This is an optimization exercise on Yosys and OpenROAD, whose aim is small area, not a production implementation.
Where RTL was checked, it was by simulation tests only, not by an equivalence proof against the original.
No activity file was given, so power comes from the tool's default toggle rates.

==> job 6531 <==
==> flow/design.v <==
module modbus_requester (
    input  wire         clk,
    input  wire         rst,           
    input  wire         cmd_valid,
    output wire         cmd_ready,
    input  wire [1:0]   cmd_kind,      
    input  wire [7:0]   cmd_addr,
    input  wire [7:0]   cmd_reg,
    input  wire [15:0]  cmd_count,     
    input  wire [207:0] cmd_values,    
    output wire         tx_valid,
    output wire [7:0]   tx_data,
    output wire         tx_last,
    input  wire         tx_ready,
    input  wire         rx_valid,
    input  wire [7:0]   rx_data,
    output wire         rx_ready,
    input  wire         rx_done,       
    output wire         res_valid,
    input  wire         res_ready,
    output wire [3:0]   res_status,
    output wire [1:0]   res_kind,
    output wire [7:0]   res_addr,
    output wire [3:0]   res_reg,
    output wire [3:0]   res_nregs,
    output wire [3:0]   res_nvals,
    output wire [207:0] res_values
);
    localparam [3:0] ST_OK        = 4'd0,
                     ST_CRC       = 4'd2,
                     ST_LENGTH    = 4'd3,
                     ST_ECHO      = 4'd4,
                     ST_SHORT     = 4'd5,
                     ST_SPAN      = 4'd6,
                     ST_BAD_ADDR  = 4'd7,
                     ST_BAD_REG   = 4'd8,
                     ST_BAD_COUNT = 4'd9,
                     ST_BAD_SPAN  = 4'd10;
    function [15:0] crc16_byte;
        input [15:0] crc;
        input [7:0]  data;
        integer i;
        reg [15:0] c;
        begin
            c = crc ^ {8'h00, data};
            for (i = 0; i < 8; i = i + 1)
                c = c[0] ? ((c >> 1) ^ 16'hA001) : (c >> 1);
            crc16_byte = c;
        end
    endfunction
    reg         s_idle, s_tx, s_rx, s_rot, s_res;
    reg [1:0]   kind;
    reg [7:0]   addr;
    reg [3:0]   creg;         
    reg [3:0]   ccnt;         
    reg [5:0]   idx;          
    reg [15:0]  crc;
    reg [3:0]   status;
    reg         over_q;       
    reg         nvbad;        
    reg         rxr;          
    reg         sh_q;         
    reg         hd_q;         
    reg [207:0] v_r;          
    wire [7:0] vb0 = v_r[7:0];
    wire [7:0] vb1 = v_r[15:8];
    wire rd = (kind == 2'd0);
    wire sw = kind[0];
    wire mw = kind[1];
    wire       c_sw     = (cmd_kind == 2'd1);
    wire       c_n_hi   = !c_sw && (cmd_count[15:4] != 12'd0);
    wire [3:0] c_n_lo   = c_sw ? 4'd1 : cmd_count[3:0];
    wire [4:0] c_end    = {1'b0, cmd_reg[3:0]} + {1'b0, c_n_lo};
    wire [3:0] c_stat   = (cmd_addr == 8'd0)                             ? ST_BAD_ADDR  :
                          (cmd_reg[7:4] != 4'd0 || cmd_reg[3:0] > 4'd12) ? ST_BAD_REG   :
                          (!c_n_hi && c_n_lo == 4'd0)                    ? ST_BAD_COUNT :
                          (c_n_hi || c_end > 5'd13)                      ? ST_BAD_SPAN  : ST_OK;
    wire [4:0] np2       = {1'b0, ccnt} + 5'd2;
    wire [5:0] exp_len   = rd ? {np2, 1'b1} : 6'd8;              
    wire       tx_crc_lo = mw ? (idx == 6'd33) : (idx == 6'd6);
    wire       tx_last_i = mw ? (idx == 6'd34) : (idx == 6'd7);
    wire       tx_body   = !tx_crc_lo && !tx_last_i;
    wire       mw_vreg   = mw && idx >= 6'd7 && idx <= 6'd32;
    wire       val_step  = mw_vreg || (sw && (idx == 6'd4 || idx == 6'd5));
    wire       hi_step   = idx[0] ^ sw;
    wire [5:0] ip1   = idx + 6'd1;
    wire [3:0] kk    = ip1[4:1] + 4'd12;          
    wire [3:0] r     = sw ? creg : creg + kk;
    wire cls_a = (r == 4'd0) || (r == 4'd1);      
    wire cls_b = (r == 4'd6) || (r == 4'd9);      
    wire cls_c = (r == 4'd10);                    
    wire [15:0] v_front = {vb0, vb1};
    wire over = (cls_a && v_front > 16'd5000) ||
                (cls_b && v_front > 16'd1) ||
                (cls_c && v_front > 16'd5);
    wire silent = mw_vreg && !(kk < ccnt);
    wire over_now = hi_step ? over : over_q;
    wire [7:0] lim_hi = cls_a ? 8'h13 : 8'h00;
    wire [7:0] lim_lo = cls_a ? 8'h88 : cls_b ? 8'h01 : 8'h05;
    wire [7:0] lim    = hi_step ? lim_hi : lim_lo;
    wire [7:0] rot_byte = (s_tx && over_now) ? lim : vb0;
    reg [7:0] hdr;
    always @(*) begin
        case (idx[2:0])
            3'd0: hdr = addr;
            3'd1: hdr = {3'b000, mw, 1'b0, sw, rd | sw, rd};
            3'd2: hdr = (s_rx && rd) ? {3'b000, ccnt, 1'b0} : 8'h00;
            3'd3: hdr = {4'h0, creg};
            3'd4: hdr = 8'h00;
            3'd5: hdr = {4'h0, ccnt};
            3'd6: hdr = {3'b000, ccnt, 1'b0};
            default: hdr = 8'h00;
        endcase
    end
    assign cmd_ready = s_idle;
    assign tx_valid  = s_tx && !sh_q && !silent;
    assign tx_data   = val_step  ? rot_byte :
                       tx_body   ? hdr : crc[7:0];
    assign tx_last   = tx_last_i;
    assign rx_ready  = rxr;
    wire [7:0]  crc_in = s_rx ? rx_data : tx_data;
    wire [15:0] crc_nx = crc16_byte(crc, crc_in);
    wire mism = (rx_data != hdr);
    wire [4:0] span5 = {1'b0, rx_data[3:0]} + {1'b0, creg};
    reg  [3:0] err;
    always @(*) begin
        err = ST_OK;
        case (idx)
            6'd0, 6'd1: if (mism) err = ST_ECHO;
            6'd2: if (mism) err = rd ? ST_LENGTH : ST_SPAN;
            6'd3: if (!rd && (rx_data > 8'd12)) err = ST_SPAN;
            6'd4: if (mw && mism) err = ST_SPAN;
            6'd5: if (mw && (rx_data[7:4] != 4'd0 || span5 > 5'd13)) err = ST_SPAN;
            default: ;
        endcase
    end
    wire m_lt2 = (idx[5:1] == 5'd0);
    wire m_lt4 = (idx[5:2] == 4'd0);
    wire m_lt8 = (idx[5:3] == 3'd0);
    wire crc_bad = (crc != 16'h0000);
    wire [3:0] d_stat =
        rd ? ((idx != exp_len) ? ST_LENGTH : crc_bad ? ST_CRC : status) :
        m_lt2 ? ST_SHORT : crc_bad ? ST_CRC : m_lt4 ? ST_SHORT :
        (status == ST_ECHO) ? ST_ECHO : m_lt8 ? ST_SHORT : status;
    wire rx_end = (idx == exp_len) || (rx_done && !rx_valid);
    wire rx_sh = !mw && idx >= 6'd3 && (rd ? (idx < {np2, 1'b1} - 6'd2) : (idx < 6'd7));
    wire [7:0]   sh_in = s_rx ? rx_data : rot_byte;
    wire [207:0] v_nb  = {sh_in, v_r[207:8]};
    wire [207:0] v_ld;
    genvar g;
    generate
        for (g = 0; g < 13; g = g + 1) begin : g_val
            assign v_ld[16*g +: 8]   = cmd_values[16*g+8 +: 8];
            assign v_ld[16*g+8 +: 8] = cmd_values[16*g   +: 8];
            assign res_values[16*g +: 16] = {v_r[16*g +: 8], v_r[16*g+8 +: 8]};
        end
    endgenerate
    always @(posedge clk)
        v_r <= ({208{s_idle}} & v_ld) | ({208{sh_q}} & v_nb) | ({208{hd_q}} & v_r);
    assign res_valid  = s_res;
    assign res_status = status;
    assign res_kind   = kind;
    assign res_addr   = addr;
    assign res_reg    = creg;
    assign res_nregs  = ccnt;
    assign res_nvals  = (mw && nvbad) ? 4'd0 : ccnt;
    reg n_idle, n_tx, n_rx, n_rot, n_res, n_sh, n_rxr;
    always @(*) begin
        n_idle = s_idle; n_tx = s_tx; n_rx = s_rx; n_rot = s_rot; n_res = s_res;
        n_sh   = 1'b0;
        n_rxr  = 1'b0;
        if (s_idle) begin
            if (cmd_valid) begin
                n_idle = 1'b0;
                if (c_stat != ST_OK) n_res = 1'b1;
                else                 n_tx  = 1'b1;
            end
        end
        if (s_tx) begin
            if (!sh_q && silent)
                n_sh = 1'b1;
            else if (!sh_q && tx_ready) begin
                if (val_step)
                    n_sh = 1'b1;
                else if (tx_last) begin
                    n_tx = 1'b0;
                    n_rx = 1'b1;
                end
            end
        end
        if (s_rx) begin
            if (rxr) begin
            end else if (rx_valid && idx != exp_len) begin
                n_rxr = 1'b1;
                n_sh  = rx_sh;
            end else if (rx_end) begin
                n_rx  = 1'b0;
                n_rot = !mw;
                n_res = mw;
                n_sh  = !mw && (idx != 6'd31);
            end
        end
        if (s_rot) begin
            if (sh_q)
                n_sh = (idx != 6'd30);
            else begin
                n_rot = 1'b0;
                n_res = 1'b1;
            end
        end
        if (s_res) begin
            if (res_ready) begin
                n_res  = 1'b0;
                n_idle = 1'b1;
            end
        end
        if (rst) begin
            n_idle = 1'b1; n_tx = 1'b0; n_rx = 1'b0; n_rot = 1'b0; n_res = 1'b0;
            n_sh = 1'b0; n_rxr = 1'b0;
        end
    end
    always @(posedge clk) begin
        s_idle <= n_idle;
        s_tx   <= n_tx;
        s_rx   <= n_rx;
        s_rot  <= n_rot;
        s_res  <= n_res;
        sh_q   <= n_sh;
        rxr    <= n_rxr;
        hd_q   <= !n_idle && !n_sh;
    end
    always @(posedge clk) begin
        if (s_idle) begin
            kind   <= cmd_kind;
            addr   <= cmd_addr;
            creg   <= cmd_reg[3:0];
            ccnt   <= c_n_lo;
            idx    <= 6'd0;
            crc    <= 16'hFFFF;
            status <= c_stat;
            nvbad  <= 1'b0;
        end
        if (s_tx) begin
            if (sh_q)
                idx <= idx + 6'd1;
            else if (tx_ready && !silent) begin
                crc <= crc_nx;
                if (val_step && hi_step)
                    over_q <= over;
                if (tx_last) begin
                    idx <= 6'd0;
                    crc <= 16'hFFFF;
                end else if (!val_step)
                    idx <= idx + 6'd1;
            end
        end
        if (s_rx) begin
            if (rxr) begin
                crc <= crc_nx;
                idx <= idx + 6'd1;
                if (status == ST_OK)
                    status <= err;
                if (idx >= 6'd2 && idx <= 6'd5 && mism)
                    nvbad <= 1'b1;
                if (idx == 6'd3 && !rd)
                    creg <= rx_data[3:0];
                if (idx == 6'd5 && mw)
                    ccnt <= rx_data[3:0];
            end else if (rx_end) begin
                status <= d_stat;
            end
        end
        if (s_rot && sh_q)
            idx <= idx + 6'd1;
    end
endmodule
==> flow/flow/run.sh <==
#!/bin/bash
# Layout: the standard flow (standard.sh, unchanged synthesis, floorplan,
# power grid and tap cells) with two layout choices of our own:
#  - ports are buffered with the smallest buffer (buf_1) instead of the
#    resizer's default choice;
#  - clock tree built from clkbuf_4/clkbuf_8, without dummy loads.
# All tool output goes to logs in this folder (make.log, and ORFS's own
# per-step logs under orfs/logs/).
set -euo pipefail
export BUFFER_PORTS_ARGS="-buffer_cell sky130_fd_sc_hd__buf_1"
export CTS_ARGS="-sink_clustering_enable -repair_clock_nets -dont_use_dummy_load -buf_list {sky130_fd_sc_hd__clkbuf_4 sky130_fd_sc_hd__clkbuf_8} -root_buf sky130_fd_sc_hd__clkbuf_8"
bash standard.sh \
    "BUFFER_PORTS_ARGS=$BUFFER_PORTS_ARGS" \
    "CTS_ARGS=$CTS_ARGS" \
    finish > make.log 2>&1
==> flow/standard.sh <==
#!/bin/bash
# synth_recipe.tcl (not shown) runs the flow's synth.tcl, then flattens the netlist and writes it again
# the make line also repeats each setting of config.mk as NAME=value (left out here)
make -C /OpenROAD-flow-scripts/flow DESIGN_CONFIG=/design/flow/config.mk WORK_HOME=/design/flow/orfs CLKGATE_MAP_FILE= SYNTH_SCRIPT=/design/flow/synth_recipe.tcl "${@:-finish}"
==> flow/config.mk <==
export PLATFORM = sky130hd
export DESIGN_NAME = modbus_requester
export DESIGN_NICKNAME = modbus_requester
export VERILOG_FILES = /design/flow/design.v
export SDC_FILE = /design/flow/constraint.sdc
export NUM_CORES = 4
export LEC_CHECK = 0
export CAP_MARGIN = 20
export CORE_MARGIN = 2
export CORE_UTILIZATION = 40
export PLACE_DENSITY = 0.6
export SLEW_MARGIN = 20
==> flow/constraint.sdc <==
create_clock -name core_clock -period 10.0 [get_ports {clk}]
set_input_delay 2.0000 -clock core_clock [delete_from_list [all_inputs] [get_ports {clk}]]
set_output_delay 2.0000 -clock core_clock [all_outputs]
set_load 0.01 [all_outputs]
==> job 5967: changes against job 6531 <==
--- a/flow/design.v
+++ b/flow/design.v
@@ -76,11 +76,11 @@
                           (!c_n_hi && c_n_lo == 4'd0)                    ? ST_BAD_COUNT :
                           (c_n_hi || c_end > 5'd13)                      ? ST_BAD_SPAN  : ST_OK;
-    wire [4:0] np2       = {1'b0, ccnt} + 5'd2;
-    wire [5:0] exp_len   = rd ? {np2, 1'b1} : 6'd8;              
-    wire       tx_crc_lo = mw ? (idx == 6'd33) : (idx == 6'd6);
-    wire       tx_last_i = mw ? (idx == 6'd34) : (idx == 6'd7);
-    wire       tx_body   = !tx_crc_lo && !tx_last_i;
-    wire       mw_vreg   = mw && idx >= 6'd7 && idx <= 6'd32;
-    wire       val_step  = mw_vreg || (sw && (idx == 6'd4 || idx == 6'd5));
+    wire [5:0] n2p5      = {1'b0, ccnt, 1'b1} + 6'd4;             
+    wire [5:0] exp_len   = rd ? n2p5 : 6'd8;
+    wire [5:0] crc_pos   = mw ? n2p5 + 6'd2 : 6'd6;              
+    wire       tx_body   = (idx < crc_pos);
+    wire       tx_crc_lo = (idx == crc_pos);
+    wire       val_step  = (mw && idx >= 6'd7 && tx_body) ||
+                           (sw && (idx == 6'd4 || idx == 6'd5));
     wire       hi_step   = idx[0] ^ sw;
     wire [5:0] ip1   = idx + 6'd1;
@@ -94,5 +94,4 @@
                 (cls_b && v_front > 16'd1) ||
                 (cls_c && v_front > 16'd5);
-    wire silent = mw_vreg && !(kk < ccnt);
     wire over_now = hi_step ? over : over_q;
     wire [7:0] lim_hi = cls_a ? 8'h13 : 8'h00;
@@ -114,8 +113,9 @@
     end
     assign cmd_ready = s_idle;
-    assign tx_valid  = s_tx && !sh_q && !silent;
+    assign tx_valid  = s_tx && !sh_q;
     assign tx_data   = val_step  ? rot_byte :
-                       tx_body   ? hdr : crc[7:0];
-    assign tx_last   = tx_last_i;
+                       tx_body   ? hdr :
+                       tx_crc_lo ? crc[7:0] : crc[15:8];
+    assign tx_last   = !tx_body && !tx_crc_lo;
     assign rx_ready  = rxr;
     wire [7:0]  crc_in = s_rx ? rx_data : tx_data;
@@ -144,5 +144,5 @@
         (status == ST_ECHO) ? ST_ECHO : m_lt8 ? ST_SHORT : status;
     wire rx_end = (idx == exp_len) || (rx_done && !rx_valid);
-    wire rx_sh = !mw && idx >= 6'd3 && (rd ? (idx < {np2, 1'b1} - 6'd2) : (idx < 6'd7));
+    wire rx_sh = !mw && idx >= 6'd3 && idx < exp_len - 6'd2;    
     wire [7:0]   sh_in = s_rx ? rx_data : rot_byte;
     wire [207:0] v_nb  = {sh_in, v_r[207:8]};
@@ -178,7 +178,5 @@
         end
         if (s_tx) begin
-            if (!sh_q && silent)
-                n_sh = 1'b1;
-            else if (!sh_q && tx_ready) begin
+            if (!sh_q && tx_ready) begin
                 if (val_step)
                     n_sh = 1'b1;
@@ -196,7 +194,6 @@
             end else if (rx_end) begin
                 n_rx  = 1'b0;
-                n_rot = !mw;
-                n_res = mw;
-                n_sh  = !mw && (idx != 6'd31);
+                n_rot = 1'b1;
+                n_sh  = (n2p5 != 6'd31);
             end
         end
@@ -244,6 +241,7 @@
             if (sh_q)
                 idx <= idx + 6'd1;
-            else if (tx_ready && !silent) begin
-                crc <= crc_nx;
+            else if (tx_ready) begin
+                if (tx_body)
+                    crc <= crc_nx;
                 if (val_step && hi_step)
                     over_q <= over;
@@ -269,4 +267,5 @@
             end else if (rx_end) begin
                 status <= d_stat;
+                idx    <= n2p5;
             end
         end
==> flow/run.sh (new file) <==
#!/bin/bash
# synth_recipe.tcl (not shown) runs the flow's synth.tcl, then flattens the netlist and writes it again
# the make line also repeats each setting of config.mk as NAME=value (left out here)
make -C /OpenROAD-flow-scripts/flow DESIGN_CONFIG=/design/flow/config.mk WORK_HOME=/design/flow/orfs CLKGATE_MAP_FILE= SYNTH_SCRIPT=/design/flow/synth_recipe.tcl finish
removed: flow/flow/run.sh
removed: flow/standard.sh
==> comparison <==
In sequential power, job 5967 and job 6531 hardly differ.
In job 5967 the synthesized cell count is lower than in job 6531, by about 1%.
Between job 5967 and job 6531, the lower critical path depth is in job 6531 (gap 3).
Global-route usage: job 5967 is higher than job 6531 (2.3 points).
Between job 6531 and job 5967, the lower combinational power is in job 6531 (gap 31%, measured against job 5967).
==> figures <==
Run status: job 5967 no timing/DRC/antenna violations; job 6531 no timing/DRC/antenna violations
Slack of the worst reg-to-reg path: job 5967 3770 ps; job 6531 3610 ps
Wire length of the first global-routing pass: job 5967 81.9 mm; job 6531 75.9 mm
Cell Area, Placed: job 5967 0.0180 mm^2; job 6531 0.0148 mm^2
Met1 Resource Use GR: job 5967 0.390; job 6531 0.375
Finished Cell Area: job 5967 0.0190 mm^2; job 6531 0.0155 mm^2
Die width: job 5967 183 um; job 6531 183 um
Fillers: job 5967 2764; job 6531 3169
Met2 track demand over resource in global routing: job 5967 0.555; job 6531 0.482
Largest fanout on the critical path: job 5967 12; job 6531 24
Die Area: job 5967 0.0335 mm^2; job 6531 0.0334 mm^2
For job 6531, only the layout was checked, not whether the RTL still works.

==> static timing again, ports no longer ideal <==
No port has a modelled driver above. Below, the same layouts with a new extraction and two added sets of constraints. Step 1, drivers: a clkbuf_16 drives clk and a buf_2 each remaining input, both assumed. Step 2 adds t to the input delays and takes it off the output delays; t is the mean of the earliest and latest rising clock arrival at the registers after step 1. Input paths then give back, and output paths get back, about the clock's delay inside the block. Slacks: ideal / step 1 / step 2; pairs: ideal / step 1.
run	shift t [ns]	slack for setup (ns)	clock arrival spread, ns	worst data-port slew with drivers (ns)	cell pins on the clock port's net
job 6531	0.589	2.489 / 2.438 / 3.026	0.059 / 0.059	0.11	1
job 5967	0.626	2.072 / 2.018 / 2.644	0.009 / 0.008	0.12	1
After both steps every run listed still meets setup and hold.
